From an optimization exercise on the open Yosys and OpenROAD flow, aimed at small area, a short achievable clock period and few clock cycles per item; shortcuts taken in it are not production practice. Function was checked by simulation only, so behaviour that the tests miss may differ from the original. No activity file was given, so power comes from the tool's default toggle rates.

==> design/flow/config.mk <==
export PLATFORM = sky130hd
export DESIGN_NAME = lz77_match_finder
export DESIGN_NICKNAME = lz77_match_finder
export VERILOG_FILES = /design/flow/design.v
export SDC_FILE = /design/flow/constraint.sdc
export NUM_CORES = 4
export LEC_CHECK = 0
export CAP_MARGIN = 20
export CORE_MARGIN = 2
export CORE_UTILIZATION = 40
export SLEW_MARGIN = 20
==> design/flow/constraint.sdc <==
create_clock -name core_clock -period 8.0 [get_ports {clk}]
set_input_delay 1.6000 -clock core_clock [delete_from_list [all_inputs] [get_ports {clk}]]
set_output_delay 1.6000 -clock core_clock [all_outputs]
set_load 0.01 [all_outputs]
==> design/flow/design.v <==
module lz77_match_finder #(
    parameter W      = 256,    
    parameter MAXLEN = 255     
) (
    input  wire       clk,
    input  wire       rst,       
    input  wire       s_valid,
    output reg        s_ready,
    input  wire [7:0] s_data,
    input  wire       s_last,
    output reg        t_valid,
    input  wire       t_ready,
    output reg  [8:0] t_offset,
    output reg  [7:0] t_length,
    output reg  [7:0] t_char
);
    reg [8*W-1:0] hist;
    reg [8:0]     count;    
    reg [W-1:0]   live;
    reg           rs;       
    reg [7:0]     len;      
    reg           c_v;      
    reg           c_last;
    reg [7:0]     c_char;
    reg [7:0]     near;     
    wire acc = s_valid && s_ready;
    wire any_live = |live;
    wire grow     = c_v && any_live && (len != MAXLEN) && !c_last;
    wire emit     = c_v && !grow;
    wire rs_eff   = c_v ? !grow : rs;
    wire [7:0] len_eff = c_v ? (grow ? len + 8'd1 : 8'd0) : len;
    wire [8:0] tok_off = rs ? 9'd0 : {1'b0, near} + 9'd1;
    wire [24:0] tok = {tok_off, len, c_char};
    wire [3:0] ch = count[7:4];
    wire [3:0] cl = count[3:0];
    reg [15:0] lt_h, eq_h, lt_l;
    integer k;
    always @* begin
        for (k = 0; k < 16; k = k + 1) begin
            lt_h[k] = count[8] || (k < ch);
            eq_h[k] = !count[8] && (k == ch);
            lt_l[k] = (k < cl);
        end
    end
    wire rs_acc = acc && rs_eff;
    reg [W-1:0] live_nx;
    integer p;
    always @* begin
        for (p = 0; p < W; p = p + 1)
            live_nx[p] = (!acc || ((hist[8*p+7 -: 8] == s_data) &&
                                   (lt_h[p/16] || (eq_h[p/16] && lt_l[p%16]))))
                         && (rs_acc || live[p]);
    end
    function [7:0] first_set;
        input [W-1:0] v;
        reg [W-1:0] a;        
        reg [8*W-1:0] ix;     
        integer lv, n;
        begin
            a  = v;
            ix = {8*W{1'b0}};
            for (lv = 0; lv < 8; lv = lv + 1) begin
                for (n = 0; n < (W >> (lv + 1)); n = n + 1) begin
                    ix[8*n +: 8] = a[2*n] ? ix[8*(2*n) +: 8]
                                          : (ix[8*(2*n+1) +: 8] | (8'd1 << lv));
                    a[n] = a[2*n] || a[2*n+1];
                end
            end
            first_set = ix[7:0];
        end
    endfunction
    reg         q1_v, q2_v;
    reg [24:0]  q1, q2;
    wire pop = t_valid && t_ready;
    wire tv_nx = (t_valid && !t_ready) || q1_v || emit;
    wire q1v_nx = pop ? (q2_v || (q1_v && emit)) : (q1_v || (t_valid && emit));
    wire q2v_nx = pop ? (q2_v && emit) : (q2_v || (q1_v && emit));
    always @(posedge clk) begin
        near <= first_set(live);
        c_char <= s_data;
        c_last <= s_last;
        live <= live_nx;
        if (acc)
            hist <= {hist[8*W-9:0], s_data};
        if (!t_valid || t_ready)
            {t_offset, t_length, t_char} <= q1_v ? q1 : tok;
        q1 <= pop ? (q2_v ? q2 : tok) : (q1_v ? q1 : tok);
        if (!q2_v || pop)
            q2 <= tok;
        if (rst) begin
            count   <= 9'd0;
            rs      <= 1'b1;
            len     <= 8'd0;
            c_v     <= 1'b0;
            t_valid <= 1'b0;
            q1_v    <= 1'b0;
            q2_v    <= 1'b0;
            s_ready <= 1'b1;
        end else begin
            rs      <= rs_eff;
            len     <= len_eff;
            c_v     <= acc;
            t_valid <= tv_nx;
            q1_v    <= q1v_nx;
            q2_v    <= q2v_nx;
            s_ready <= acc ? !q1v_nx : !q2v_nx;
            if (acc) begin
                if (s_last)
                    count <= 9'd0;
                else if (count < W)
                    count <= count + 9'd1;
            end
        end
    end
endmodule
==> design/flow/run.sh <==
#!/bin/bash
# synth_recipe.tcl (not shown) runs the flow's synth.tcl, then flattens the netlist and writes it again
# the make line also repeats each setting of config.mk as NAME=value (left out here)
make -C /OpenROAD-flow-scripts/flow DESIGN_CONFIG=/design/flow/config.mk WORK_HOME=/design/flow/orfs CLKGATE_MAP_FILE= SYNTH_SCRIPT=/design/flow/synth_recipe.tcl finish
==> results.py, run 1 <==
metrics = {
    "clock_network": {
        "root_buffer": "clkbuf_16",
        "cts_post_setup_buffers_inserted": 0,
        "cts_tree": "built",
        "holdBufCountCts": 0,
        "htreeDepth": 5,
        "cts.sinks": 2419,
        "numCtsBuffers": 279,
        "clock_latency_ns": 0.94,
        "clockBufferDepth": 4,
        "cts_resized": 0,
        "clkTransAtPathRegs_ns": 0.06,
    },
    "sta": {
        "worst_slew_pin_slew_ns": 1.07,
        "final-max-slew-violation-count": 0,
        "hold_violations": 0,
        "fin_crit_sh": 0.589,
        "fmax_mhz": 212,
        "maxSlewHeadroom": 0.277,
        "fin_ws_ns": 3.29,
        "rsz0062_at_grt": "false",
        "whs_ns": 0.440,
        "setup_viol": 0,
        "fin_setup_tns_ns": 0,
        "fin_worst_skew_ns": 0.0570,
        "fin_crit_ns": 4.71,
    },
    "synth": {
        "async_flop_share": 0,
        "syn_area_um2": 102000,
        "synth-edff-count": 2098,
        "ys_top_cells_by_area": "edfxtp_1, xnor2_1, dfxtp_1, xor2_1, nand4_1",
        "synth.avg_cell_area_um2": 14.8,
        "synth_cell_types": 78,
        "syn_nets": 6905,
        "yosysTopAreaCell": "edfxtp_1",
        "synth.ff_latch_count": 2419,
        "synth_top_area_share": 0.619,
        "syn_inst": 6888,
        "yosysWarnings": 1,
        "synth_flop_cell": "edfxtp_1",
        "ys_seq_area_frac": 0.682,
    },
    "final_layout": {
        "drive_above_1_share": 0.0807,
        "stdcell_count": 10500,
        "synthToLayoutAreaGrowth_pct": 12.7,
        "fin_nets": 6958,
    },
    "power_and_ir_drop": {
        "p_int_w": 0.0216,
        "p_seq_frac": 0.511,
        "power_switching_share": 0.225,
        "clkPwrFrac": 0.425,
        "power_density_nw_per_um2": 243,
        "ir_drop_mv": 0.201,
        "pwr-share-comb": 0.064,
        "p_switching_w": 0.00627,
        "p_leak_nw": 32.3,
    },
    "critical_path": {
        "path_cells": "or4_1 -> nor4bb_1 -> nand4_1 -> nand2b_1 -> inv_2 -> a21oi_2 -> nor3_4 -> buf_12 -> o22a_1",
        "crit_type": "reg2reg",
        "cp.required_ns": 8.83,
        "cp_num_buf_inv": 2,
        "slowest_delay_ns": 0.91,
        "crit_path_end_kind": "register",
        "worstPathMaxFanout": 129,
        "r2r_start": "live[53]$_DFF_P_",
        "startpoint_type": "register",
        "r2r_cells": 9,
        "crit_family": "simple AND/OR/NAND/NOR gates",
        "rr_endpoint": "live[25]$_DFF_P_",
        "worstPathArrival_ns": 5.54,
        "critPathSlowestCell": "nor4bb_1",
        "rrSetupSlack_ns": 3.29,
    },
    "worst_hold_path": {
        "holdPathStages": 0,
        "hold_path_end": "hist[945]$_DFFE_PP_",
        "hold_start": "hist[937]$_DFFE_PP_",
        "hold_class": "reg2reg",
    },
    "detailed_routing": {
        "final_antenna_net_count": 0,
        "num_vias": 56800,
        "wl_um": 248000,
        "post_drt_wl_per_cell_um": 23.6,
        "drtPass1Iterations": 5,
        "drc": 0,
        "routed_via_density": 5.40,
        "drtIter0Drc": 5462,
    },
    "global_route": {
        "grt_pass1_vias": 57300,
        "grt_use_total": 0.189,
        "grt_pass1_wl_um": 371000,
        "antenna_found_initial": 14,
        "overflow": 0,
        "grt_max_degree": 185,
    },
    "outcome": {
        "outcome": "timing/DRC/antenna clean",
    },
    "floorplanning": {
        "die-area_um2": 258000,
        "core-area_um2": 253000,
        "rows": 185,
        "initial_core_util": 0.402,
        "die_width_um": 508,
        "die_h_um": 508,
        "io_pins": 40,
    },
    "placed_design": {
        "port_buffers": 39,
        "gp_congestion": 0.808,
        "hpwl_um": 147000,
        "pre_cts_slack_ns": 3.37,
        "dp_cells": 10000,
    },
    "run": {
        "drv_cap": 0,
    },
}
[power by group through the flow]
| stage | Sequential [W] | Clock (W) | Combinational [W] |
|---|---|---|---|
| after global placement | 0.0145 | 0 | 0.00177 |
| after CTS | 0.0143 | 0.0121 | 0.00181 |
| after floorplan | 0.0146 | 0 | 0.00130 |
| after detailed placement | 0.0145 | 0 | 0.00180 |
| final | 0.0143 | 0.0118 | 0.00179 |
| after global routing | 0.0143 | 0.0126 | 0.00195 |
[how the worst max path moves through the flow]
stage,endpoint,from,slack [ns],depth (start not counted)
after global placement,count[0]$_SDFFE_PP0P_,s_valid,2.98,9
after CTS,live[25]$_DFF_P_,live[53]$_DFF_P_,3.31,9
after global routing,live[25]$_DFF_P_,live[57]$_DFF_P_,3.11,9
after floorplan,hist[0]$_DFFE_PP_,s_valid,0.03,3
after detailed placement,live[25]$_DFF_P_,live[53]$_DFF_P_,3.37,9
final,live[25]$_DFF_P_,live[53]$_DFF_P_,3.29,9
[cell usage after synthesis (all sizes together) (58+ instances only)]
cell and instances:
edfxtp 2098, xnor2 1550, xor2 513, nand4 407
dfxtp 321, a21oi 273, clkbuf 222, nor3 214
o22a 199, nor4 197, nor2 162, buf 159
inv 60, nand2 60, a2bb2oi 58
[placed cells by master, fill, tap and decap left out, types with 81 or more instances in the layout]
cell / n
o22a_1: 199
nand4_1: 407
xor2_1: 513
nor3_1: 213
nor4_1: 194
dfxtp_1: 318
xnor2_1: 1550
nor2_1: 160
edfxtp_1: 2098
clkbuf_1: 81
clkbuf_16: 288
a21oi_1: 272
[metal layers]
| layer | GRT usage | share of wire | up-vias |
|---|---|---|---|
| li1 | - | - | 25600 |
| met1 | 0.270 | 0.46 | 29200 |
| met2 | 0.297 | 0.46 | 1555 |
| met3 | 0.0310 | 0.053 | 367 |
| met4 | 0.0528 | 0.023 | 2 |
| met5 | 0 | 0.000052 | - |
[sequential cells by signal, indices dropped and copies added (netlist names), 9 cells and up]
signal,count
count,9
q2,25
q1,25
t_offset,9
hist,2048
live,256
[metrics by stage]
stage               total power, W  instance area [um2]   util
floorplan                   0.0159               102000      -
global placement            0.0163               106000  0.419
detailed placement          0.0163               106000  0.419
CTS                         0.0281               115000  0.452
global route                0.0288               115000  0.452
finish                      0.0279               115000  0.452
[cell families (layout without fill, tap and decap cells)]
logic type | Yosys count | count (layout) | synth area share
buffers and inverters | 441 | 692 | 0.0168
other | 0 | 4 | 0
adder cells (fa/ha/maj) | 4 | 4 | 0.000492
XOR/XNOR | 2063 | 2063 | 0.178
AND/OR/NAND/NOR | 1168 | 1168 | 0.0643
flip-flops | 2419 | 2419 | 0.682
multiplexers | 36 | 36 | 0.00375
AO/OA/AOI/OAI | 757 | 757 | 0.0548
[worst register-to-register path: stages, from the launching register on]
cell      delay [ns]
dfxtp_1         0.33
or4_1           0.58
nor4bb_1        0.91
nand4_1         0.56
nand2b_1        0.46
inv_2           0.27
a21oi_2         0.17
nor3_4          0.30
buf_12          0.44
o22a_1          0.60
[cell type report]
cell class	count	area, um2
diodes	4	10.0
clock buffers	391	7810
clock inverters	88	544
fillers	22200	139000
inverters	60	233
multi-input cells	4028	30800
flip-flops and latches	2419	69400
well taps	3366	4210
repair buffers	153	1690
Testbench counts, summed over its fixed seeds: cycles 49,880, items 49,864.
==> inputs of run 2 (changes only) <==
--- a/design/flow/config.mk
+++ b/design/flow/config.mk
@@ -9,3 +9,4 @@
 export CORE_MARGIN = 2
-export CORE_UTILIZATION = 40
+export CORE_UTILIZATION = 60
+export SETUP_SLACK_MARGIN = 5.0
 export SLEW_MARGIN = 20
==> results.py, run 2 <==
metrics = {
    "outcome": {
        "outcome": "timing/DRC/antenna clean",
    },
    "synth": {
        "synth_flop_cell": "edfxtp_1",
        "syn_area_um2": 102000,
        "async_flop_share": 0,
        "synth_common_cells": "edfxtp_1, xnor2_1, xor2_1",
        "yosysMostFrequentCell": "edfxtp_1",
        "synth.avg_cell_area_um2": 14.8,
        "syn_inst": 6888,
        "yosysTopAreaCell": "edfxtp_1",
        "ys_top_cells_by_area": "edfxtp_1, xnor2_1, dfxtp_1, xor2_1, nand4_1",
        "syn_nets": 6905,
        "synth-edff-count": 2098,
        "yosysWarnings": 1,
        "ys_seq_area_frac": 0.682,
        "synth_cell_types": 78,
        "synth_top_area_share": 0.619,
        "synth.ff_latch_count": 2419,
    },
    "global_route": {
        "grt_pass1_wl_um": 370000,
        "gr-max-usage-layer": "met2",
        "grt_use_total": 0.286,
        "grt_max_degree": 187,
        "antenna_found_initial": 10,
        "met1_usage": 0.417,
        "grt_pass1_vias": 57100,
        "grtUsageMet3": 0.0485,
        "overflow": 0,
        "use_met2": 0.442,
    },
    "floorplanning": {
        "initial_core_util": 0.603,
        "core-area_um2": 169000,
        "die_width_um": 416,
        "die_h_um": 416,
        "die-area_um2": 173000,
        "io_pins": 40,
        "rows": 151,
    },
    "clock_network": {
        "numCtsBuffers": 238,
        "clockBufferDepth": 3,
        "htreeDepth": 4,
        "cts_tree": "built",
        "cts.sinks": 2419,
        "root_buffer": "clkbuf_16",
        "clkTransAtPathRegs_ns": 0.07,
        "clock_latency_ns": 0.87,
    },
    "final_layout": {
        "synthToLayoutAreaGrowth_pct": 12.9,
        "reg_top3": "hist: 2048 flops, live: 256 flops",
        "ff_latch_area_um2": 69500,
        "multi_input_area_um2": 31300,
        "final_common_cell": "edfxtp_1",
        "final_cell_area_um2": 115000,
        "largest_register_ffs": 2048,
        "stdcell_count": 9419,
        "largest-register": "hist",
        "nFillCells": 11600,
        "drive_above_1_share": 0.108,
        "fin_nets": 7007,
        "mostFrequentLayoutCells": "edfxtp_1, xnor2_1, xor2_1, nand4_1, dfxtp_1",
    },
    "detailed_routing": {
        "final_antenna_net_count": 0,
        "drtIter0Drc": 6313,
        "routed_via_density": 6.15,
        "drtPass1Iterations": 6,
        "num_vias": 58000,
        "post_drt_wl_per_cell_um": 26.6,
        "wl_um": 250000,
        "drc": 0,
    },
    "critical_path": {
        "crit_type": "reg2reg",
        "worstPathArrival_ns": 4.09,
        "worstPathMaxFanout": 6,
        "startpoint_type": "register",
        "cp.required_ns": 8.79,
        "crit_path_end_kind": "register",
    },
    "sta": {
        "rsz0062_at_grt": "true",
        "final-max-slew-violation-count": 0,
        "fmax_mhz": 303,
        "fin_worst_skew_ns": 0.0289,
        "hold_violations": 0,
        "whs_ns": 0.452,
        "fin_setup_tns_ns": 0,
        "maxSlewHeadroom": 0.255,
        "fin_crit_ns": 3.30,
        "worst_slew_pin_slew_ns": 1.11,
        "setup_viol": 0,
        "fin_crit_sh": 0.412,
    },
    "run": {
        "drv_cap": 0,
    },
    "placed_design": {
        "hpwl_um": 145000,
        "port_buffers": 39,
        "gp_congestion": 0.847,
        "dp_cells": 8873,
        "placed_area_um2": 105000,
    },
    "power_and_ir_drop": {
        "power_density_nw_per_um2": 240,
        "ir_drop_mv": 0.226,
        "power.total_w": 0.0276,
        "p_leak_nw": 33.1,
    },
    "worst_hold_path": {
        "hold_class": "reg2reg",
    },
}
## run 2: logic make-up after synthesis
kind of cell	Yosys count	share of synthesized area
mux	36	0.00375
flops	2419	0.682
simple gates	1168	0.0643
buf+inv	441	0.0168
compound gates	757	0.0548
fa+ha+maj	4	0.000492
xor+xnor	2063	0.178
## run 2: worst paths after layout
check | start | slack (ns) | endpoint | cells after the start
setup / recovery | live[164]$_DFF_P_ | 4.70 | live[2]$_DFF_P_ | 12
hold / removal | c_char[3]$_DFF_P_ | 0.45 | q2[3]$_DFFE_PP_ | 0
setup reg to reg | live[164]$_DFF_P_ | 4.70 | live[2]$_DFF_P_ | 12
hold reg to reg | c_char[3]$_DFF_P_ | 0.45 | q2[3]$_DFFE_PP_ | 0
## run 2: through the flow
stage / util / setup slack, ns
floorplan: - / 0.831
global placement: 0.620 / 2.27
detailed placement: 0.620 / 2.20
CTS: 0.677 / 4.79
global route: 0.680 / 4.64
finish: 0.680 / 4.70
## run 2: worst max-delay path: stages (launching register included)
cell,delay (ns)
dfxtp_4,0.35
or4_4,0.54
or4b_4,0.56
nor4_4,0.26
buf_4,0.19
and3_4,0.20
a21oi_4,0.07
nor3_4,0.22
buf_12,0.20
buf_6,0.13
buf_12,0.16
clkbuf_16,0.19
a2bb2oi_2,0.12
## run 2: area by class of cell
class,instances,area share
multi-input combinational,4031,0.272
timing repair buffer,238,0.0276
sequential,2419,0.604
clock inverter,112,0.00978
timing repair inverter,2,0.000283
inverter,60,0.00221
tap,2218,0.0242
antenna,7,0.000152
clock buffer,332,0.0592
## run 2: power breakdown
group          internal [W]  total [W]  leakage (nW)  switching (W)
clock network       0.00666     0.0114          3.92        0.00472
logic              0.000806    0.00200          10.9        0.00120
registers            0.0140     0.0143          18.3       0.000250
total                0.0215     0.0276          33.1        0.00616
## run 2: per-layer routing
layer	up-vias	share of wire
li1	25800	-
met1	29700	0.43
met2	2098	0.46
met3	410	0.073
met4	2	0.031
met5	-	0.000052
## run 2: timing repair
item	CTS	global route
endpoints found under the setup margin	2359	1267
hold buffers	0	0
setup buffers	45	12
gates cloned	30	8
pin swaps	18	24
resized for setup	254	65
==> inputs of run 3 (changes only) <==
--- a/design/flow/design.v
+++ b/design/flow/design.v
@@ -25,3 +25,6 @@
     reg [7:0]     near;     
-    wire acc = s_valid && s_ready;
+    reg         in_v, in_last, cred;
+    reg  [7:0]  in_d;
+    wire acc  = s_valid && s_ready;
+    wire move = in_v && cred;    
     wire any_live = |live;
@@ -33,2 +36,3 @@
     wire [24:0] tok = {tok_off, len, c_char};
+    reg  [24:0] head;     
     wire [3:0] ch = count[7:4];
@@ -44,3 +48,3 @@
     end
-    wire rs_acc = acc && rs_eff;
+    wire rs_acc = move && rs_eff;
     reg [W-1:0] live_nx;
@@ -49,3 +53,3 @@
         for (p = 0; p < W; p = p + 1)
-            live_nx[p] = (!acc || ((hist[8*p+7 -: 8] == s_data) &&
+            live_nx[p] = (!move || ((hist[8*p+7 -: 8] == in_d) &&
                                    (lt_h[p/16] || (eq_h[p/16] && lt_l[p%16]))))
@@ -79,9 +83,14 @@
         near <= first_set(live);
-        c_char <= s_data;
-        c_last <= s_last;
+        c_char <= in_d;
+        c_last <= in_last;
         live <= live_nx;
-        if (acc)
-            hist <= {hist[8*W-9:0], s_data};
+        if (move)
+            hist <= {hist[8*W-9:0], in_d};
+        if (s_ready) begin
+            in_d    <= s_data;
+            in_last <= s_last;
+        end
+        {t_offset, t_length, t_char} <= (t_valid && !t_ready) ? head : (q1_v ? q1 : tok);
         if (!t_valid || t_ready)
-            {t_offset, t_length, t_char} <= q1_v ? q1 : tok;
+            head <= q1_v ? q1 : tok;
         q1 <= pop ? (q2_v ? q2 : tok) : (q1_v ? q1 : tok);
@@ -94,2 +103,4 @@
             c_v     <= 1'b0;
+            in_v    <= 1'b0;
+            cred    <= 1'b1;
             t_valid <= 1'b0;
@@ -101,3 +112,3 @@
             len     <= len_eff;
-            c_v     <= acc;
+            c_v     <= move;
             t_valid <= tv_nx;
@@ -105,5 +116,7 @@
             q2_v    <= q2v_nx;
-            s_ready <= acc ? !q1v_nx : !q2v_nx;
-            if (acc) begin
-                if (s_last)
+            in_v    <= acc || (in_v && !move);
+            cred    <= move ? !q1v_nx : !q2v_nx;
+            s_ready <= !(acc || (in_v && !move)) || (move ? !q1v_nx : !q2v_nx);
+            if (move) begin
+                if (in_last)
                     count <= 9'd0;
--- a/design/flow/config.mk
+++ b/design/flow/config.mk
@@ -10,2 +10,4 @@
 export CORE_UTILIZATION = 60
+export CTS_CLUSTER_DIAMETER = 120
+export CTS_CLUSTER_SIZE = 25
 export SETUP_SLACK_MARGIN = 5.0
==> results.py, run 3 <==
metrics = {
    "sta": {
        "setup_viol": 0,
        "maxSlewHeadroom": 0.244,
        "fin_crit_sh": 0.418,
        "final-max-slew-violation-count": 0,
        "fmax_mhz": 299,
        "fin_ws_ns": 4.66,
        "worst_slew_pin_slew_ns": 1.13,
        "rsz0062_at_grt": "true",
        "hold_violations": 0,
        "fin_worst_skew_ns": 0.0304,
        "fin_crit_ns": 3.34,
        "fin_setup_tns_ns": 0,
    },
    "detailed_routing": {
        "drc": 0,
        "drtPass1Iterations": 5,
        "num_vias": 57600,
        "drtIter0Drc": 5845,
        "wl_um": 250000,
        "final_antenna_net_count": 0,
        "routed_via_density": 6.22,
        "post_drt_wl_per_cell_um": 27.0,
    },
    "power_and_ir_drop": {
        "p_leak_nw": 34.9,
        "p_seq_frac": 0.632,
        "power_density_nw_per_um2": 217,
        "p_int_w": 0.0183,
        "power_switching_share": 0.239,
        "pwr-share-comb": 0.095,
        "clkPwrFrac": 0.273,
        "ir_drop_mv": 0.182,
        "p_switching_w": 0.00575,
    },
    "critical_path": {
        "slowest_delay_ns": 0.69,
        "cp.required_ns": 8.72,
        "worstPathMaxFanout": 7,
        "crit_path_end_kind": "register",
        "crit_type": "reg2reg",
        "path_cells": "nor4_2 -> nand4_1 -> or4_4 -> o41ai_4 -> buf_6 -> o211a_4 -> buf_12 -> buf_16 -> clkbuf_16 -> o22a_1",
        "startpoint_type": "register",
        "r2r_cells": 10,
        "critPathSlowestCell": "or4_4",
        "worstPathArrival_ns": 4.06,
    },
    "synth": {
        "yosysWarnings": 1,
        "syn_nets": 7023,
        "synth.avg_cell_area_um2": 14.7,
        "syn_inst": 7006,
        "synth-xor-area-share": 0.176,
        "yosysTopAreaCell": "edfxtp_1",
        "synth_common_cells": "edfxtp_1, xnor2_1, xor2_1",
        "ys_top_cells_by_area": "edfxtp_1, xnor2_1, dfxtp_1, xor2_1, nand4_1",
        "synth_top_family_by_area": "XOR/XNOR gates",
        "synth.ff_latch_count": 2455,
        "syn_area_um2": 103000,
        "synth-edff-count": 2107,
        "synthAdderAreaFrac": 0.000487,
        "synth-simple-area-share": 0.0652,
        "yosysMostFrequentCell": "edfxtp_1",
        "ys_seq_area_frac": 0.683,
        "synth_flop_cell": "edfxtp_1",
        "synth_compound_area_frac": 0.0516,
        "synth_top_area_share": 0.616,
        "async_flop_share": 0,
        "synth_cell_types": 72,
        "muxShareOfSynthArea": 0.00569,
    },
    "floorplanning": {
        "io_pins": 40,
        "rows": 151,
        "die_h_um": 418,
        "die-area_um2": 175000,
        "initial_core_util": 0.605,
        "die_width_um": 418,
        "core-area_um2": 170000,
    },
    "global_route": {
        "grt_pass1_wl_um": 369000,
        "grt_pass1_vias": 55800,
        "met1_usage": 0.422,
        "antenna_found_initial": 9,
        "grtUsageMet3": 0.0402,
        "gr-max-usage-layer": "met2",
        "overflow": 0,
        "grt_max_degree": 203,
        "use_met2": 0.440,
        "grt_use_total": 0.283,
    },
    "worst_hold_path": {
        "hold_class": "reg2reg",
        "holdPathStages": 0,
    },
    "clock_network": {
        "clock_latency_ns": 0.79,
        "clockBufferDepth": 3,
        "cts.sinks": 2455,
        "root_buffer": "clkbuf_16",
        "numCtsBuffers": 108,
        "cts_tree": "built",
        "htreeDepth": 3,
        "holdBufCountCts": 0,
        "clkTransAtPathRegs_ns": 0.10,
    },
    "final_layout": {
        "reg_top3": "hist: 2048 flops, live: 256 flops",
        "mostFrequentLayoutCells": "edfxtp_1, xnor2_1, xor2_1, nand4_1, dfxtp_1",
        "largest_register_ffs": 2048,
        "largest-register": "hist",
        "drive_above_1_share": 0.0793,
        "nFillCells": 12100,
        "final_common_cell": "edfxtp_1",
        "fin_nets": 6972,
        "synthToLayoutAreaGrowth_pct": 8.12,
    },
    "placed_design": {
        "gp_congestion": 0.854,
        "hpwl_um": 152000,
        "pre_cts_slack_ns": 3.15,
        "port_buffers": 39,
    },
    "run": {
        "drv_cap": 0,
    },
    "outcome": {
        "outcome": "timing/DRC/antenna clean",
    },
}
run 3: logic make-up (layout without fill, tap and decap cells):
group / after synthesis / after routing
flip-flops: 2455 / 2455
XOR/XNOR: 2065 / 2065
AND/OR/NAND/NOR: 1208 / 1208
AO/OA/AOI/OAI: 768 / 772
buffers and inverters: 452 / 490
multiplexers: 54 / 54
adder cells (fa/ha/maj): 4 / 4
other: 0 / 2
run 3: power by group through the flow:
stage	sequential (W)	clock, W	combinational [W]
after CTS	0.0152	0.00673	0.00222
after floorplan	0.0154	0	0.00161
after global routing	0.0153	0.00711	0.00248
after global placement	0.0154	0	0.00206
final	0.0152	0.00658	0.00229
after detailed placement	0.0155	0	0.00209
run 3: per-stage QoR:
step | hold slack, ns | util | area [um2] | std cells | total power (W)
6_report | 0.458 | 0.654 | 111000 | 9268 | 0.0241
5_1_grt | 0.467 | 0.654 | 111000 | 9267 | 0.0249
4_1_cts | 0.462 | 0.649 | 110000 | 9240 | 0.0241
3_5_place_dp | 0.450 | 0.622 | 106000 | 8985 | 0.0176
3_3_place_gp | 0.438 | 0.622 | 106000 | 8984 | 0.0175
2_1_floorplan | 0.348 | - | 103000 | 7006 | 0.0170
run 3: path summary, 6_finish.rpt:
kind | end | slack, ns | start
setup / recovery | live[245]$_DFF_P_ | 4.66 | live[65]$_DFF_P_
hold / removal | hist[144]$_DFFE_PP_ | 0.46 | hist[136]$_DFFE_PP_
setup reg to reg | live[245]$_DFF_P_ | 4.66 | live[65]$_DFF_P_
hold reg to reg | hist[144]$_DFFE_PP_ | 0.46 | hist[136]$_DFFE_PP_
run 3: worst max-delay path: cells and delay by family, from the launching register on:
family,cells,cell delay [ns]
AND/OR/NAND/NOR,3,1.37
AO/OA/AOI/OAI,3,0.73
buffers and inverters,4,0.73
flip-flops,1,0.37
run 3: what timing repair did:
action                     in CTS  in global routing
setup endpoints to repair    1473                789
gates resized for setup       228                135
pin swaps                      12                 15
buffers inserted               33                 12
cloned                         19                 13
run 3: final cells by class:
| class | instances | area [um2] | share of cell area |
|---|---|---|---|
| sequential | 2455 | 70300 | 0.632 |
| clock buffer | 202 | 3160 | 0.0285 |
| multi-input combinational | 4103 | 31700 | 0.285 |
| timing repair buffer | 224 | 2970 | 0.0267 |
| clock inverter | 1 | 20.0 | 0.000180 |
| tap | 2218 | 2780 | 0.0250 |
| inverter | 63 | 249 | 0.00224 |
| antenna | 2 | 5.00 | 0.0000450 |
run 3: layer usage:
layer,vias to the layer above,share of wire,wire length (um)
li1,25700,-,-
met1,29600,0.44,111000
met2,1959,0.46,116000
met3,329,0.067,16800
met4,4,0.028,7040
met5,-,0.000084,21
Testbench counts of run 3, summed over its fixed seeds: cycles 49,888, items 49,864.
==> inputs of run 4 (changes only) <==
--- a/design/flow/design.v
+++ b/design/flow/design.v
@@ -25,2 +25,5 @@
     reg [7:0]     near;     
+    reg [15:0]    g_cont;   
+    reg [15:0]    g_eq;     
+    reg           rs_r;     
     reg         in_v, in_last, cred;
@@ -29,3 +32,3 @@
     wire move = in_v && cred;    
-    wire any_live = |live;
+    wire any_live = rs_r ? |g_eq : |g_cont;
     wire grow     = c_v && any_live && (len != MAXLEN) && !c_last;
@@ -49,28 +52,41 @@
     wire rs_acc = move && rs_eff;
+    reg [W-1:0] eqv;       
+    reg [W-1:0] keep;      
     reg [W-1:0] live_nx;
+    reg [15:0]  g_cont_nx, g_eq_nx;
     integer p;
     always @* begin
-        for (p = 0; p < W; p = p + 1)
-            live_nx[p] = (!move || ((hist[8*p+7 -: 8] == in_d) &&
-                                   (lt_h[p/16] || (eq_h[p/16] && lt_l[p%16]))))
-                         && (rs_acc || live[p]);
+        for (p = 0; p < W; p = p + 1) begin
+            eqv[p]     = (hist[8*p+7 -: 8] == in_d) &&
+                         (lt_h[p/16] || (eq_h[p/16] && lt_l[p%16]));
+            keep[p]    = (!move || eqv[p]) && live[p];
+            live_nx[p] = (!move || eqv[p]) && (rs_acc || live[p]);
+        end
+        for (p = 0; p < 16; p = p + 1) begin
+            g_cont_nx[p] = |keep[16*p +: 16];
+            g_eq_nx[p]   = |eqv[16*p +: 16];
+        end
     end
-    function [7:0] first_set;
-        input [W-1:0] v;
-        reg [W-1:0] a;        
-        reg [8*W-1:0] ix;     
-        integer lv, n;
+    function [3:0] first16;
+        input [15:0] v;
+        integer i;
         begin
-            a  = v;
-            ix = {8*W{1'b0}};
-            for (lv = 0; lv < 8; lv = lv + 1) begin
-                for (n = 0; n < (W >> (lv + 1)); n = n + 1) begin
-                    ix[8*n +: 8] = a[2*n] ? ix[8*(2*n) +: 8]
-                                          : (ix[8*(2*n+1) +: 8] | (8'd1 << lv));
-                    a[n] = a[2*n] || a[2*n+1];
-                end
-            end
-            first_set = ix[7:0];
+            first16 = 4'd15;
+            for (i = 14; i >= 0; i = i - 1)
+                if (v[i]) first16 = i;
         end
     endfunction
+    reg [15:0] g_any;
+    reg [63:0] g_ix;
+    reg [3:0]  g_sel;
+    reg [7:0]  first_set;
+    integer g;
+    always @* begin
+        for (g = 0; g < 16; g = g + 1) begin
+            g_any[g]      = |live[16*g +: 16];
+            g_ix[4*g +: 4] = first16(live[16*g +: 16]);
+        end
+        g_sel = first16(g_any);
+        first_set = {g_sel, g_ix[4*g_sel +: 4]};
+    end
     reg         q1_v, q2_v;
@@ -82,3 +98,6 @@
     always @(posedge clk) begin
-        near <= first_set(live);
+        near <= first_set;
+        g_cont <= g_cont_nx;
+        g_eq   <= g_eq_nx;
+        rs_r   <= rs_acc;
         c_char <= in_d;
--- a/design/flow/config.mk
+++ b/design/flow/config.mk
@@ -10,4 +10,4 @@
 export CORE_UTILIZATION = 60
-export CTS_CLUSTER_DIAMETER = 120
-export CTS_CLUSTER_SIZE = 25
+export CTS_CLUSTER_DIAMETER = 100
+export CTS_CLUSTER_SIZE = 20
 export SETUP_SLACK_MARGIN = 5.0
==> results.py, run 4 <==
metrics = {
    "sta": {
        "fin_crit_sh": 0.410,
        "final-max-slew-violation-count": 0,
        "hold_violations": 0,
        "rsz0062_at_grt": "true",
        "fin_crit_ns": 3.28,
        "fin_worst_skew_ns": 0.0226,
        "setup_viol": 0,
        "fin_setup_tns_ns": 0,
        "worst_slew_pin_slew_ns": 1.12,
        "whs_ns": 0.455,
        "fmax_mhz": 305,
        "maxSlewHeadroom": 0.253,
    },
    "power_and_ir_drop": {
        "power_density_nw_per_um2": 211,
        "ir_drop_mv": 0.195,
        "power.total_w": 0.0245,
        "p_leak_nw": 31.7,
    },
    "synth": {
        "synth_top_area_share": 0.596,
        "synth_common_cells": "edfxtp_1, xnor2_1, xor2_1",
        "synth_flop_cell": "edfxtp_1",
        "yosysMostFrequentCell": "edfxtp_1",
        "async_flop_share": 0,
        "ys_top_cells_by_area": "edfxtp_1, xnor2_1, dfxtp_1, xor2_1, nand4_1",
        "syn_nets": 7549,
        "synth_cell_types": 86,
        "synth.ff_latch_count": 2488,
        "yosysTopAreaCell": "edfxtp_1",
        "yosysWarnings": 1,
        "synth.avg_cell_area_um2": 14.1,
        "syn_inst": 7532,
        "ys_seq_area_frac": 0.668,
        "syn_area_um2": 106000,
        "synth-edff-count": 2107,
    },
    "critical_path": {
        "crit_type": "reg2reg",
        "crit_path_end_kind": "register",
        "critPathSlowestCell": "nor4_1",
        "slowest_delay_ns": 0.65,
        "cp_num_buf_inv": 0,
        "cp.required_ns": 8.72,
        "startpoint_type": "register",
        "crit_family": "simple AND/OR/NAND/NOR gates",
        "worstPathMaxFanout": 5,
        "path_cells": "nor4_1 -> nand4_1 -> nor3_1 -> o31ai_4 -> a31oi_4 -> mux2_4 -> a221oi_2 -> nand3_1 -> a222oi_1",
        "worstPathArrival_ns": 4.01,
    },
    "final_layout": {
        "synthToLayoutAreaGrowth_pct": 9.67,
        "final_common_cell": "edfxtp_1",
        "largest_register_ffs": 2048,
        "largest-register": "hist",
        "drive_above_1_share": 0.0872,
        "reg_top3": "hist: 2048 flops, live: 256 flops",
        "final_cell_area_um2": 116000,
        "fin_nets": 7563,
        "nFillCells": 12700,
        "mostFrequentLayoutCells": "edfxtp_1, xnor2_1, xor2_1, nand4_1, dfxtp_1",
    },
    "detailed_routing": {
        "drc": 0,
        "final_antenna_net_count": 0,
        "num_vias": 63300,
        "routed_via_density": 6.33,
        "post_drt_wl_per_cell_um": 29.3,
        "wl_um": 293000,
        "drtPass1Iterations": 6,
        "drtIter0Drc": 7722,
    },
    "placed_design": {
        "placed_area_um2": 109000,
        "port_buffers": 39,
        "hpwl_um": 177000,
        "gp_congestion": 0.910,
    },
    "clock_network": {
        "numCtsBuffers": 142,
        "cts_tree": "built",
        "htreeDepth": 4,
        "clock_latency_ns": 0.83,
        "clkTransAtPathRegs_ns": 0.09,
        "cts.sinks": 2488,
        "root_buffer": "clkbuf_16",
        "clockBufferDepth": 3,
    },
    "floorplanning": {
        "rows": 154,
        "die_h_um": 425,
        "die-area_um2": 180000,
        "core-area_um2": 176000,
        "die_width_um": 425,
        "io_pins": 40,
        "initial_core_util": 0.603,
    },
    "global_route": {
        "grtUsageMet3": 0.0485,
        "overflow": 0,
        "gr-max-usage-layer": "met2",
        "grt_pass1_wl_um": 416000,
        "grt_use_total": 0.313,
        "use_met2": 0.488,
        "antenna_found_initial": 11,
        "grt_pass1_vias": 60800,
        "grt_max_degree": 190,
        "met1_usage": 0.455,
    },
    "worst_hold_path": {
        "hold_class": "reg2reg",
    },
    "run": {
        "drv_cap": 0,
    },
    "outcome": {
        "outcome": "timing/DRC/antenna clean",
    },
}
run 4: changes by cell type in the layout (fill, tap and decap cells not counted), sizes merged, moves of 39 or more:
cell	change
nand2	+100
xor2	-109
a21oi	-71
nor2	-40
xnor2	+109
o21a	+66
o21ai	+214
nor3	+44
clkbuf	+39
nand4	+96
run 4: final cells by class:
cell class	count	area (um2)	area share
Antenna cell	3	7.51	0.0000645
Clock buffer	242	4080	0.0350
Multi-Input combinational cell	4557	34400	0.295
Timing Repair inverter	3	28.8	0.000247
Clock inverter	6	75.1	0.000645
Sequential cell	2488	70900	0.609
Timing Repair Buffer	267	3610	0.0310
Inverter	87	370	0.00318
Tap cell	2340	2930	0.0251
run 4: layer usage:
layer  up-vias  wire [um]
met4         8       9760
met3       450      22200
met2      2520     136000
met5         -         61
li1      27800          -
met1     32500     125000
run 4: worst paths after layout:
path | end | startpoint | slack (ns) | cells after the start
setup / recovery | near[1]$_DFF_P_ | live[141]$_DFF_P_ | 4.72 | 9
hold / removal | hist[22]$_DFFE_PP_ | hist[14]$_DFFE_PP_ | 0.46 | 0
setup reg to reg | near[1]$_DFF_P_ | live[141]$_DFF_P_ | 4.72 | 9
hold reg to reg | hist[22]$_DFFE_PP_ | hist[14]$_DFFE_PP_ | 0.46 | 0
run 4: power by group:
| part | switching [W] | internal [W] | leakage [nW] | total (W) |
|---|---|---|---|---|
| combinational | 0.00131 | 0.000855 | 12.0 | 0.00217 |
| clock | 0.00419 | 0.00351 | 1.98 | 0.00769 |
| sequential | 0.000364 | 0.0143 | 17.7 | 0.0147 |
run 4: stage by stage:
step	utilization	instances	setup WS, ns
finish	0.662	9993	4.72
global route	0.662	9990	4.66
CTS	0.656	9960	4.68
detailed placement	0.621	9640	3.81
global placement	0.621	9638	3.01
floorplan	-	7532	1.29
run 4: kinds of logic (layout without fill, tap and decap cells):
family	Yosys count	in the layout	share of synthesized area
and+or+nand+nor	1459	1461	0.0755
muxes	68	68	0.00685
xor gates and xnor gates	2065	2065	0.170
buffers and inverters	489	605	0.0189
AOI/OAI and AO/OA	959	959	0.0600
other	0	3	0
adders and majority gates	4	4	0.000471
DFF	2488	2488	0.668
run 4: timing repair:
| item | CTS | global route |
|---|---|---|
| hold buffers | 0 | 0 |
| buffers inserted | 53 | 16 |
| pin swaps | 24 | 15 |
| endpoints found under the setup margin | 1686 | 497 |
| gates cloned | 19 | 14 |
| resized for setup | 315 | 130 |
Testbench counts of run 4, summed over its fixed seeds: cycles 49,888, items 49,864.
==> inputs of run 5 (changes only) <==
--- a/design/flow/design.v
+++ b/design/flow/design.v
@@ -29,5 +29,5 @@
     reg         in_v, in_last, cred;
+    reg         move;            
     reg  [7:0]  in_d;
     wire acc  = s_valid && s_ready;
-    wire move = in_v && cred;    
     wire any_live = rs_r ? |g_eq : |g_cont;
@@ -40,11 +40,18 @@
     reg  [24:0] head;     
-    wire [3:0] ch = count[7:4];
-    wire [3:0] cl = count[3:0];
     reg [15:0] lt_h, eq_h, lt_l;
+    reg [8:0]  count_nx;
+    reg [15:0] lt_h_nx, eq_h_nx, lt_l_nx;
     integer k;
     always @* begin
+        count_nx = count;
+        if (move) begin
+            if (in_last)
+                count_nx = 9'd0;
+            else if (count < W)
+                count_nx = count + 9'd1;
+        end
         for (k = 0; k < 16; k = k + 1) begin
-            lt_h[k] = count[8] || (k < ch);
-            eq_h[k] = !count[8] && (k == ch);
-            lt_l[k] = (k < cl);
+            lt_h_nx[k] = count_nx[8] || (k < count_nx[7:4]);
+            eq_h_nx[k] = !count_nx[8] && (k == count_nx[7:4]);
+            lt_l_nx[k] = (k < count_nx[3:0]);
         end
@@ -85,3 +92,3 @@
         for (g = 0; g < 16; g = g + 1) begin
-            g_any[g]      = |live[16*g +: 16];
+            g_any[g]      = rs_r ? g_eq[g] : g_cont[g];    
             g_ix[4*g +: 4] = first16(live[16*g +: 16]);
@@ -97,2 +104,4 @@
     wire q2v_nx = pop ? (q2_v && emit) : (q2_v || (q1_v && emit));
+    wire in_v_nx = acc || (in_v && !move);
+    wire cred_nx = move ? !q1v_nx : !q2v_nx;
     always @(posedge clk) begin
@@ -115,3 +124,3 @@
         q1 <= pop ? (q2_v ? q2 : tok) : (q1_v ? q1 : tok);
-        if (!q2_v || pop)
+        if (!q2_v)
             q2 <= tok;
@@ -119,2 +128,5 @@
             count   <= 9'd0;
+            lt_h    <= 16'd0;
+            eq_h    <= 16'd1;
+            lt_l    <= 16'd0;
             rs      <= 1'b1;
@@ -124,2 +136,3 @@
             cred    <= 1'b1;
+            move    <= 1'b0;
             t_valid <= 1'b0;
@@ -135,11 +148,10 @@
             q2_v    <= q2v_nx;
-            in_v    <= acc || (in_v && !move);
-            cred    <= move ? !q1v_nx : !q2v_nx;
-            s_ready <= !(acc || (in_v && !move)) || (move ? !q1v_nx : !q2v_nx);
-            if (move) begin
-                if (in_last)
-                    count <= 9'd0;
-                else if (count < W)
-                    count <= count + 9'd1;
-            end
+            in_v    <= in_v_nx;
+            cred    <= cred_nx;
+            move    <= in_v_nx && cred_nx;
+            s_ready <= !in_v_nx || cred_nx;
+            count   <= count_nx;
+            lt_h    <= lt_h_nx;
+            eq_h    <= eq_h_nx;
+            lt_l    <= lt_l_nx;
         end
--- a/design/flow/config.mk
+++ b/design/flow/config.mk
@@ -9,3 +9,3 @@
 export CORE_MARGIN = 2
-export CORE_UTILIZATION = 60
+export CORE_UTILIZATION = 65
 export CTS_CLUSTER_DIAMETER = 100
==> results.py, run 5 <==
metrics = {
    "final_layout": {
        "synthToLayoutAreaGrowth_pct": 7.84,
        "reg_top3": "hist: 2048 flops, live: 256 flops",
        "largest_register_ffs": 2048,
        "final_common_cell": "edfxtp_1",
        "fin_nets": 7649,
        "drive_above_1_share": 0.0665,
        "largest-register": "hist",
        "mostFrequentLayoutCells": "edfxtp_1, xor2_1, xnor2_1, dfxtp_1, nor4_1",
    },
    "synth": {
        "ys_seq_area_frac": 0.666,
        "syn_nets": 7695,
        "synth-edff-count": 2082,
        "yosysMostFrequentCell": "edfxtp_1",
        "syn_inst": 7679,
        "synth.ff_latch_count": 2533,
        "async_flop_share": 0,
        "synth_top_area_share": 0.582,
        "syn_area_um2": 107000,
        "synth_common_cells": "edfxtp_1, xor2_1, xnor2_1",
        "ys_top_cells_by_area": "edfxtp_1, xor2_1, dfxtp_1, xnor2_1, nor4_1",
        "synth_cell_types": 72,
        "synth.avg_cell_area_um2": 14.0,
        "yosysTopAreaCell": "edfxtp_1",
        "yosysWarnings": 1,
        "synth_flop_cell": "edfxtp_1",
    },
    "power_and_ir_drop": {
        "clkPwrFrac": 0.305,
        "ir_drop_mv": 0.248,
        "p_switching_w": 0.00645,
        "power_switching_share": 0.250,
        "p_leak_nw": 32.9,
        "power_density_nw_per_um2": 223,
        "p_int_w": 0.0194,
        "pwr-share-comb": 0.104,
        "p_seq_frac": 0.591,
    },
    "sta": {
        "fin_worst_skew_ns": 0.0274,
        "fin_crit_ns": 3.21,
        "fmax_mhz": 311,
        "fin_crit_sh": 0.402,
        "final-max-slew-violation-count": 0,
        "fin_setup_tns_ns": 0,
        "rsz0062_at_grt": "true",
        "fin_ws_ns": 4.79,
        "setup_viol": 0,
        "worst_slew_pin_slew_ns": 1.15,
        "hold_violations": 0,
        "maxSlewHeadroom": 0.226,
    },
    "floorplanning": {
        "initial_core_util": 0.653,
        "rows": 149,
        "die_width_um": 411,
        "die_h_um": 411,
        "core-area_um2": 165000,
        "die-area_um2": 169000,
        "io_pins": 40,
    },
    "clock_network": {
        "clockBufferDepth": 3,
        "clock_latency_ns": 0.84,
        "cts.sinks": 2533,
        "root_buffer": "clkbuf_16",
        "cts_tree": "built",
        "htreeDepth": 4,
        "numCtsBuffers": 144,
        "clkTransAtPathRegs_ns": 0.09,
    },
    "global_route": {
        "antenna_found_initial": 10,
        "grt_pass1_vias": 61300,
        "grt_pass1_wl_um": 409000,
        "grt_use_total": 0.329,
        "grt_max_degree": 181,
        "overflow": 0,
    },
    "critical_path": {
        "crit_path_end_kind": "register",
        "worstPathArrival_ns": 3.86,
        "crit_type": "reg2reg",
        "startpoint_type": "register",
        "worstPathMaxFanout": 39,
        "cp.required_ns": 8.65,
    },
    "detailed_routing": {
        "num_vias": 63600,
        "wl_um": 283000,
        "drtIter0Drc": 7820,
        "drtPass1Iterations": 6,
        "final_antenna_net_count": 0,
        "post_drt_wl_per_cell_um": 28.4,
        "drc": 0,
        "routed_via_density": 6.39,
    },
    "worst_hold_path": {
        "hold_class": "reg2reg",
    },
    "placed_design": {
        "port_buffers": 39,
        "pre_cts_slack_ns": 3.99,
        "hpwl_um": 167000,
        "gp_congestion": 0.919,
    },
    "outcome": {
        "outcome": "timing/DRC/antenna clean",
    },
    "run": {
        "drv_cap": 0,
    },
}
==> run 5: critical path, stage by stage (launching register included) <==
cell      delay (ns)
dfxtp_4         0.68
clkinv_2        0.47
buf_4           0.46
buf_4           0.37
o21ai_0         0.20
nand3_1         0.10
or4_1           0.68
==> run 5: cell families after synthesis <==
group	count (synthesis)	synth area share
xor+xnor	2065	0.168
buf+inv	483	0.0239
fa+ha+maj	3	0.000349
mux	65	0.00671
compound gates	874	0.0537
flops	2533	0.666
simple gates	1656	0.0808
==> run 5: final cells by class <==
cell class / count / area, um2
Antenna cell: 10 / 25.0
Clock buffer: 257 / 4260
Clock inverter: 4 / 35.0
Fill cell: 11200 / 48800
Inverter: 77 / 290
Multi-Input combinational cell: 4663 / 33600
Sequential cell: 2533 / 71600
Tap cell: 2189 / 2740
Timing Repair Buffer: 214 / 3250
==> run 5: worst paths after layout <==
kind	start	to	slack, ns	depth (start not counted)
hold / removal	in_d[0]$_DFFE_PP_	c_char[0]$_DFF_P_	0.44	0
setup reg to reg	move$_SDFF_PP0_	g_cont[9]$_DFF_P_	4.79	6
hold reg to reg	in_d[0]$_DFFE_PP_	c_char[0]$_DFF_P_	0.44	0
setup / recovery	move$_SDFF_PP0_	g_cont[9]$_DFF_P_	4.79	6
==> run 5: through the flow <==
stage / power (W) / utilization / cells / hold slack [ns] / cell area (um2)
finish: 0.0258 / 0.704 / 9947 / 0.440 / 116000
global route: 0.0266 / 0.704 / 9938 / 0.459 / 116000
CTS: 0.0258 / 0.700 / 9918 / 0.440 / 115000
detailed placement: 0.0180 / 0.666 / 9613 / 0.421 / 110000
global placement: 0.0179 / 0.666 / 9613 / 0.422 / 110000
floorplan: 0.0176 / - / 7679 / 0.360 / 108000
==> run 5: metal layers <==
layer  routed length (um)  vias up  GRT usage
li1                     -    27900          -
met1               120000    32400      0.481
met2               128000     2826      0.498
met3                23900      485     0.0564
met4                11500        4      0.127
met5                   25        -          0
==> run 5: power groups by stage <==
| stage | Clock (W) | Sequential (W) | Combinational, W |
|---|---|---|---|
| floorplan | 0 | 0.0160 | 0.00159 |
| global placement | 0 | 0.0155 | 0.00239 |
| detailed placement | 0 | 0.0155 | 0.00243 |
| CTS | 0.00798 | 0.0152 | 0.00261 |
| global route | 0.00840 | 0.0153 | 0.00288 |
| finish | 0.00789 | 0.0153 | 0.00269 |
==> run 5: what timing repair did <==
action	CTS	global route
buffers inserted	22	9
pin swaps	1	1
hold endpoints to repair	0	0
setup endpoints to repair	642	402
gates cloned	22	10
gates resized for setup	220	69
hold buffers	0	0
Testbench counts of run 5, summed over its fixed seeds: cycles 49,888, items 49,864.
==> inputs of run 6 (changes only) <==
==> design/flow/flow/run.sh (new file) <==
#!/bin/bash
# Own flow: the standard layout, with two repair settings changed.
#  - MATCH_CELL_FOOTPRINT=0 lets timing repair resize gates to any drive
#    strength (the platform default only swaps cells of the same width).
#  - SETUP_SLACK_MARGIN above 5 ns makes repair aim below a 3 ns period.
# The clock, the constraints and the synthesis are the standard flow's, unchanged.
set -euo pipefail
cd "$(dirname "$0")/.."
bash standard.sh MATCH_CELL_FOOTPRINT=0 SETUP_SLACK_MARGIN=5.4 finish > flow_make.log 2>&1
==> design/flow/standard.sh (new file) <==
#!/bin/bash
# synth_recipe.tcl (not shown) runs the flow's synth.tcl, then flattens the netlist and writes it again
# the make line also repeats each setting of config.mk as NAME=value (left out here)
make -C /OpenROAD-flow-scripts/flow DESIGN_CONFIG=/design/flow/config.mk WORK_HOME=/design/flow/orfs CLKGATE_MAP_FILE= SYNTH_SCRIPT=/design/flow/synth_recipe.tcl "${@:-finish}"
removed: design/flow/run.sh
==> results.py, run 6 <==
metrics = {
    "outcome": {
        "outcome": "timing/DRC/antenna clean",
    },
    "sta": {
        "setup_viol": 0,
        "fmax_mhz": 332,
        "hold_violations": 0,
        "whs_ns": 0.458,
        "fin_worst_skew_ns": 0.0382,
        "fin_crit_ns": 3.02,
        "worst_slew_pin_slew_ns": 1.19,
        "final-max-slew-violation-count": 0,
        "maxSlewHeadroom": 0.193,
        "fin_crit_sh": 0.377,
        "fin_setup_tns_ns": 0,
        "rsz0062_at_grt": "true",
    },
    "final_layout": {
        "final_cell_area_um2": 124000,
        "fin_nets": 8090,
        "reg_top3": "hist: 2048 flops, live: 256 flops",
        "drive_above_1_share": 0.152,
        "synthToLayoutAreaGrowth_pct": 15.0,
        "nFillCells": 10200,
        "largest_register_ffs": 2048,
        "largest-register": "hist",
        "final_common_cell": "edfxtp_1",
        "mostFrequentLayoutCells": "edfxtp_1, xor2_1, xnor2_1, dfxtp_1, a21oi_1",
    },
    "power_and_ir_drop": {
        "clkPwrFrac": 0.299,
        "pwr-share-comb": 0.127,
        "p_switching_w": 0.00683,
        "power.total_w": 0.0266,
        "p_int_w": 0.0198,
        "power_switching_share": 0.256,
        "p_seq_frac": 0.574,
        "ir_drop_mv": 0.267,
        "power_density_nw_per_um2": 216,
        "p_leak_nw": 36.2,
    },
    "synth": {
        "ys_top_cells_by_area": "edfxtp_1, xor2_1, dfxtp_1, xnor2_1, nor4_1",
        "yosysTopAreaCell": "edfxtp_1",
        "synth-edff-count": 2082,
        "yosysWarnings": 1,
        "yosysMostFrequentCell": "edfxtp_1",
        "synth.avg_cell_area_um2": 14.0,
        "synth_common_cells": "edfxtp_1, xor2_1, xnor2_1",
        "async_flop_share": 0,
        "synth_flop_cell": "edfxtp_1",
        "syn_inst": 7679,
        "synth_cell_types": 72,
        "synth_top_area_share": 0.582,
        "synth.ff_latch_count": 2533,
        "syn_area_um2": 107000,
        "ys_seq_area_frac": 0.666,
        "syn_nets": 7695,
    },
    "detailed_routing": {
        "drc": 0,
        "final_antenna_net_count": 0,
        "wl_um": 325000,
        "num_vias": 67700,
        "drtIter0Drc": 8674,
        "post_drt_wl_per_cell_um": 31.3,
        "routed_via_density": 6.52,
        "drtPass1Iterations": 6,
    },
    "floorplanning": {
        "core-area_um2": 165000,
        "rows": 149,
        "io_pins": 40,
        "initial_core_util": 0.653,
        "die-area_um2": 169000,
        "die_width_um": 411,
        "die_h_um": 411,
    },
    "critical_path": {
        "crit_type": "reg2out",
        "path_cells": "buf_6 -> buf_6",
        "critPathSlowestCell": "dfxtp_2",
        "rrSetupSlack_ns": 5.12,
        "startpoint_type": "register",
        "worstPathMaxFanout": 2,
        "slowest_delay_ns": 0.33,
        "cp.required_ns": 6.40,
        "cp_common_cell": "buf_6",
        "crit_path_end_kind": "output pin",
        "worstPathArrival_ns": 1.42,
    },
    "clock_network": {
        "root_buffer": "clkbuf_16",
        "htreeDepth": 4,
        "clkTransAtPathRegs_ns": 0.10,
        "clockBufferDepth": 3,
        "numCtsBuffers": 144,
        "cts.sinks": 2533,
        "clock_latency_ns": 0.86,
        "cts_tree": "built",
    },
    "global_route": {
        "overflow": 0,
        "grt_max_degree": 161,
        "grt_pass1_wl_um": 440000,
        "grt_pass1_vias": 63500,
        "antenna_found_initial": 18,
        "grt_use_total": 0.362,
    },
    "placed_design": {
        "gp_congestion": 0.919,
        "hpwl_um": 166000,
        "placed_area_um2": 110000,
        "port_buffers": 39,
    },
    "run": {
        "drv_cap": 0,
    },
    "worst_hold_path": {
        "hold_class": "reg2reg",
    },
}
[run 6: layout make-up]
cell class	instances	area, um2	area share
Timing Repair Buffer	654	8730	0.0707
Sequential cell	2533	71600	0.580
Antenna cell	3	7.51	0.0000608
Inverter	77	295	0.00239
Clock buffer	267	4340	0.0351
Multi-Input combinational cell	4664	35800	0.290
Clock inverter	3	26.3	0.000213
Tap cell	2189	2740	0.0222
[run 6: layer usage]
metal	track usage	wire, um	up-vias
li1	-	-	28700
met4	0.173	20400	12
met2	0.563	148000	3940
met3	0.0718	34900	828
met1	0.494	122000	34200
met5	0	77	-
[run 6: final timing paths]
path / startpoint / to / depth (start not counted)
min reg2reg: hist[1597]$_DFFE_PP_ / hist[1605]$_DFFE_PP_ / 0
max reg2reg: in_d[1]$_DFFE_PP_ / g_cont[2]$_DFF_P_ / 13
min: hist[1597]$_DFFE_PP_ / hist[1605]$_DFFE_PP_ / 0
max: s_ready$_SDFF_PP1_ / s_ready / 2
[run 6: power by group through the flow]
stage	clock network, W	registers [W]	logic (W)
after floorplan	0	0.0160	0.00159
after global placement	0	0.0155	0.00237
after detailed placement	0	0.0155	0.00241
after CTS	0.00802	0.0152	0.00293
after global routing	0.00844	0.0153	0.00354
final	0.00797	0.0153	0.00338
[run 6: logic make-up (layout without fill, tap and decap cells)]
group | after synthesis | in the layout | share of synthesized area
DFF | 2533 | 2533 | 0.666
other | 0 | 3 | 0
AOI/OAI and AO/OA | 874 | 874 | 0.0537
and+or+nand+nor | 1656 | 1657 | 0.0808
xor gates and xnor gates | 2065 | 2065 | 0.168
muxes | 65 | 65 | 0.00671
adders and majority gates | 3 | 3 | 0.000349
buffers and inverters | 483 | 1001 | 0.0239
[run 6: timing repair]
item,4_1_cts,5_1_grt
hold buffers,0,0
setup endpoints to repair,1570,680
gates resized for setup,509,389
setup buffers,149,244
gates cloned,74,37
pin swaps,90,288
[run 6: per-stage QoR]
stage	instances	setup WS, ns	utilization
floorplan	7679	-8.99	-
global placement	9613	4.16	0.665
detailed placement	9613	4.14	0.666
CTS	10100	4.95	0.720
global route	10400	4.96	0.750
finish	10400	4.98	0.750
[run 6: critical path: cells and delay by family, from the launching register on]
family | cells | cell delay, ns
flops | 1 | 0.33
buf+inv | 2 | 0.23
==> inputs of run 7 (changes only) <==
--- a/design/flow/design.v
+++ b/design/flow/design.v
@@ -23,3 +23,2 @@
     reg           c_last;
-    reg [7:0]     c_char;
     reg [7:0]     near;     
@@ -31,3 +30,4 @@
     reg  [7:0]  in_d;
-    wire acc  = s_valid && s_ready;
+    wire in_free = !in_v || cred;
+    wire acc  = s_valid && in_free;
     wire any_live = rs_r ? |g_eq : |g_cont;
@@ -38,3 +38,3 @@
     wire [8:0] tok_off = rs ? 9'd0 : {1'b0, near} + 9'd1;
-    wire [24:0] tok = {tok_off, len, c_char};
+    wire [24:0] tok = {tok_off, len, hist[7:0]};
     reg  [24:0] head;     
@@ -111,3 +111,2 @@
         rs_r   <= rs_acc;
-        c_char <= in_d;
         c_last <= in_last;
@@ -116,3 +115,3 @@
             hist <= {hist[8*W-9:0], in_d};
-        if (s_ready) begin
+        if (in_free) begin
             in_d    <= s_data;
--- a/design/flow/flow/run.sh
+++ b/design/flow/flow/run.sh
@@ -4,3 +4,3 @@
 #    strength (the platform default only swaps cells of the same width).
-#  - SETUP_SLACK_MARGIN above 5 ns makes repair aim below a 3 ns period.
+#  - SETUP_SLACK_MARGIN above 5 ns makes repair aim at a 2.6 ns period.
 # The clock, the constraints and the synthesis are the standard flow's, unchanged.
--- a/design/flow/config.mk
+++ b/design/flow/config.mk
@@ -9,5 +9,5 @@
 export CORE_MARGIN = 2
-export CORE_UTILIZATION = 65
-export CTS_CLUSTER_DIAMETER = 100
-export CTS_CLUSTER_SIZE = 20
+export CORE_UTILIZATION = 68
+export CTS_CLUSTER_DIAMETER = 110
+export CTS_CLUSTER_SIZE = 24
 export SETUP_SLACK_MARGIN = 5.0
==> results.py, run 7 <==
metrics = {
    "sta": {
        "fin_worst_skew_ns": 0.0282,
        "final-max-slew-violation-count": 0,
        "worst_slew_pin_slew_ns": 1.10,
        "whs_ns": 0.466,
        "fin_ws_ns": 5.15,
        "fin_setup_tns_ns": 0,
        "hold_violations": 0,
        "fin_crit_sh": 0.356,
        "fin_crit_ns": 2.85,
        "maxSlewHeadroom": 0.254,
        "setup_viol": 0,
        "fmax_mhz": 351,
        "rsz0062_at_grt": "true",
    },
    "power_and_ir_drop": {
        "power_density_nw_per_um2": 209,
        "pwr-share-comb": 0.122,
        "p_seq_frac": 0.605,
        "p_leak_nw": 34.5,
        "clkPwrFrac": 0.273,
        "power_switching_share": 0.256,
        "p_switching_w": 0.00643,
        "p_int_w": 0.0187,
        "ir_drop_mv": 0.254,
    },
    "synth": {
        "synth_flop_cell": "edfxtp_1",
        "ys_seq_area_frac": 0.664,
        "syn_area_um2": 108000,
        "yosysWarnings": 1,
        "synth_cell_types": 75,
        "syn_nets": 7720,
        "async_flop_share": 0,
        "yosysTopAreaCell": "edfxtp_1",
        "yosysMostFrequentCell": "edfxtp_1",
        "syn_inst": 7704,
        "synth_top_area_share": 0.581,
        "synth-edff-count": 2082,
        "synth.ff_latch_count": 2526,
        "synth_common_cells": "edfxtp_1, xor2_1, xnor2_1",
        "synth.avg_cell_area_um2": 14.0,
        "ys_top_cells_by_area": "edfxtp_1, xor2_1, dfxtp_1, xnor2_1, nor4_1",
    },
    "final_layout": {
        "drive_above_1_share": 0.123,
        "fin_nets": 7894,
        "reg_top3": "hist: 2048 flops, live: 256 flops",
        "largest_register_ffs": 2048,
        "synthToLayoutAreaGrowth_pct": 11.7,
        "final_common_cell": "edfxtp_1",
        "largest-register": "hist",
        "mostFrequentLayoutCells": "edfxtp_1, xor2_1, xnor2_1, dfxtp_1, a21oi_1",
    },
    "critical_path": {
        "crit_path_end_kind": "output pin",
        "crit_family": "flip-flops",
        "path_cells": "buf_6",
        "crit_type": "reg2out",
        "startpoint_type": "register",
        "cp_num_buf_inv": 1,
        "worstPathMaxFanout": 2,
        "worstPathArrival_ns": 1.25,
        "critPathSlowestCell": "dfxtp_4",
        "cp.required_ns": 6.40,
        "slowest_delay_ns": 0.36,
        "rrSetupSlack_ns": 5.15,
    },
    "global_route": {
        "grt_pass1_wl_um": 419000,
        "grt_pass1_vias": 62600,
        "grt_use_total": 0.352,
        "antenna_found_initial": 12,
        "grt_max_degree": 201,
        "overflow": 0,
    },
    "floorplanning": {
        "initial_core_util": 0.687,
        "die-area_um2": 161000,
        "die_h_um": 402,
        "core-area_um2": 157000,
        "io_pins": 40,
        "rows": 145,
        "die_width_um": 402,
    },
    "placed_design": {
        "gp_congestion": 0.903,
        "port_buffers": 39,
        "hpwl_um": 162000,
        "pre_cts_slack_ns": 3.58,
    },
    "run": {
        "drv_cap": 0,
    },
    "detailed_routing": {
        "post_drt_wl_per_cell_um": 30.8,
        "drtPass1Iterations": 6,
        "drtIter0Drc": 8778,
        "final_antenna_net_count": 0,
        "routed_via_density": 6.65,
        "wl_um": 309000,
        "drc": 0,
        "num_vias": 66800,
    },
    "clock_network": {
        "root_buffer": "clkbuf_16",
        "clockBufferDepth": 3,
        "clkTransAtPathRegs_ns": 0.10,
        "numCtsBuffers": 115,
        "clock_latency_ns": 0.80,
        "holdBufCountCts": 0,
        "cts.sinks": 2526,
        "htreeDepth": 3,
        "cts_tree": "built",
    },
    "outcome": {
        "outcome": "timing/DRC/antenna clean",
    },
    "worst_hold_path": {
        "hold_class": "reg2reg",
    },
}
run 7: changes by cell type after synthesis, sizes merged, moves of 12 or more:
cell    before   now
nand3       96   126
o21ai       83   109
nand4      268   245
o21a       214   192
nor2       234   255
nor4       364   384
a22oi       52    33
buf        262   280
xor2      1536  1554
nor3       249   232
xnor2      529   512
clkbuf     144   131
o22a        27    39
run 7: through the flow:
step / util / instance area [um2] / instances / total power [W]
3_5_place_dp: 0.699 / 109000 / 9501 / 0.0178
4_1_cts: 0.741 / 116000 / 9836 / 0.0247
5_1_grt: 0.767 / 120000 / 10000 / 0.0258
6_report: 0.768 / 120000 / 10000 / 0.0251
2_1_floorplan: - / 108000 / 7704 / 0.0175
3_3_place_gp: 0.699 / 109000 / 9498 / 0.0177
run 7: cell type report:
| class | count | area (um2) |
|---|---|---|
| sequential | 2526 | 71500 |
| fill | 9294 | 36400 |
| multi-input combinational | 4691 | 35800 |
| timing repair buffer | 464 | 6630 |
| clock buffer | 214 | 3290 |
| tap | 2058 | 2570 |
| inverter | 80 | 305 |
| clock inverter | 3 | 37.5 |
| antenna | 9 | 22.5 |
run 7: what timing repair did:
item                       4_1_cts  5_1_grt
pin swaps                       26      185
cloned                          51       41
setup buffers                   67      158
setup endpoints to repair     1497      511
gates resized for setup        450      348
run 7: power groups by stage:
stage	clock network, W	logic, W	registers, W
after global routing	0.00734	0.00323	0.0152
after global placement	0	0.00224	0.0154
after detailed placement	0	0.00230	0.0155
final	0.00685	0.00307	0.0152
after CTS	0.00689	0.00269	0.0152
after floorplan	0	0.00157	0.0160
run 7: final timing paths:
path / from / end / depth (start not counted)
setup reg to reg: rs_r$_DFF_P_ / near[1]$_DFF_P_ / 12
hold reg to reg: hist[196]$_DFFE_PP_ / hist[204]$_DFFE_PP_ / 0
setup / recovery: t_valid$_SDFF_PP0_ / t_valid / 1
hold / removal: hist[196]$_DFFE_PP_ / hist[204]$_DFFE_PP_ / 0
run 7: logic make-up after synthesis:
logic type      Yosys count  synth area share
fa+ha+maj                 3          0.000349
flops                  2526             0.664
xor+xnor               2066             0.168
simple gates           1672            0.0813
mux                      65           0.00672
compound gates          881            0.0535
buf+inv                 491            0.0261
run 7: metal layers:
layer,vias to the layer above,GRT usage,wire (um)
met5,-,0,64
met4,10,0.137,15800
met3,694,0.0596,33100
met2,3882,0.546,142000
met1,33900,0.504,118000
li1,28400,-,-
Testbench counts of run 7, summed over its fixed seeds: cycles 49,888, items 49,864.

[static timing again, ports no longer ideal]
The flow's constraints put no driver on any port. The routed layouts listed below were extracted and timed again, unchanged, in two steps.
Step 1, drivers: a clkbuf_16 drives clk and a buf_2 each remaining input, both assumed.
Step 2 times the ports against the registers' clock, not the clock port: input delays grow and output delays shrink by t, the midpoint of the rising clock arrivals with the driver on.
a / b / c = no drivers / after step 1 / after step 2; a / b = the first two.
run | t (ns) | setup slack, ns | worst setup path after step 2 | slew at the worst register clock pin (ns) | worst slew at a driven data input, ns
run 1 | 0.998 | 3.290 / 3.290 / 3.290 | register to register | 0.06 / 0.06 | 0.10
run 2 | 0.938 | 4.701 / 4.701 / 3.958 | input to register | 0.07 / 0.07 | 0.09
run 3 | 0.859 | 4.659 / 4.659 / 4.274 | input to register | 0.11 / 0.11 | 0.04
run 4 | 0.904 | 4.717 / 4.717 / 4.422 | input to register | 0.09 / 0.09 | 0.05
run 5 | 0.917 | 4.785 / 4.785 / 4.416 | input to register | 0.09 / 0.09 | 0.04
run 6 | 0.934 | 4.984 / 4.895 / 4.569 | input to register | 0.10 / 0.10 | 0.04
run 7 | 0.867 | 5.150 / 5.069 / 4.650 | input to register | 0.10 / 0.10 | 0.05
After both steps every run listed still meets setup and hold. The setup slack of run 2, which loses most, moves by 0.000 ns with the drivers and by -0.743 ns with both steps.
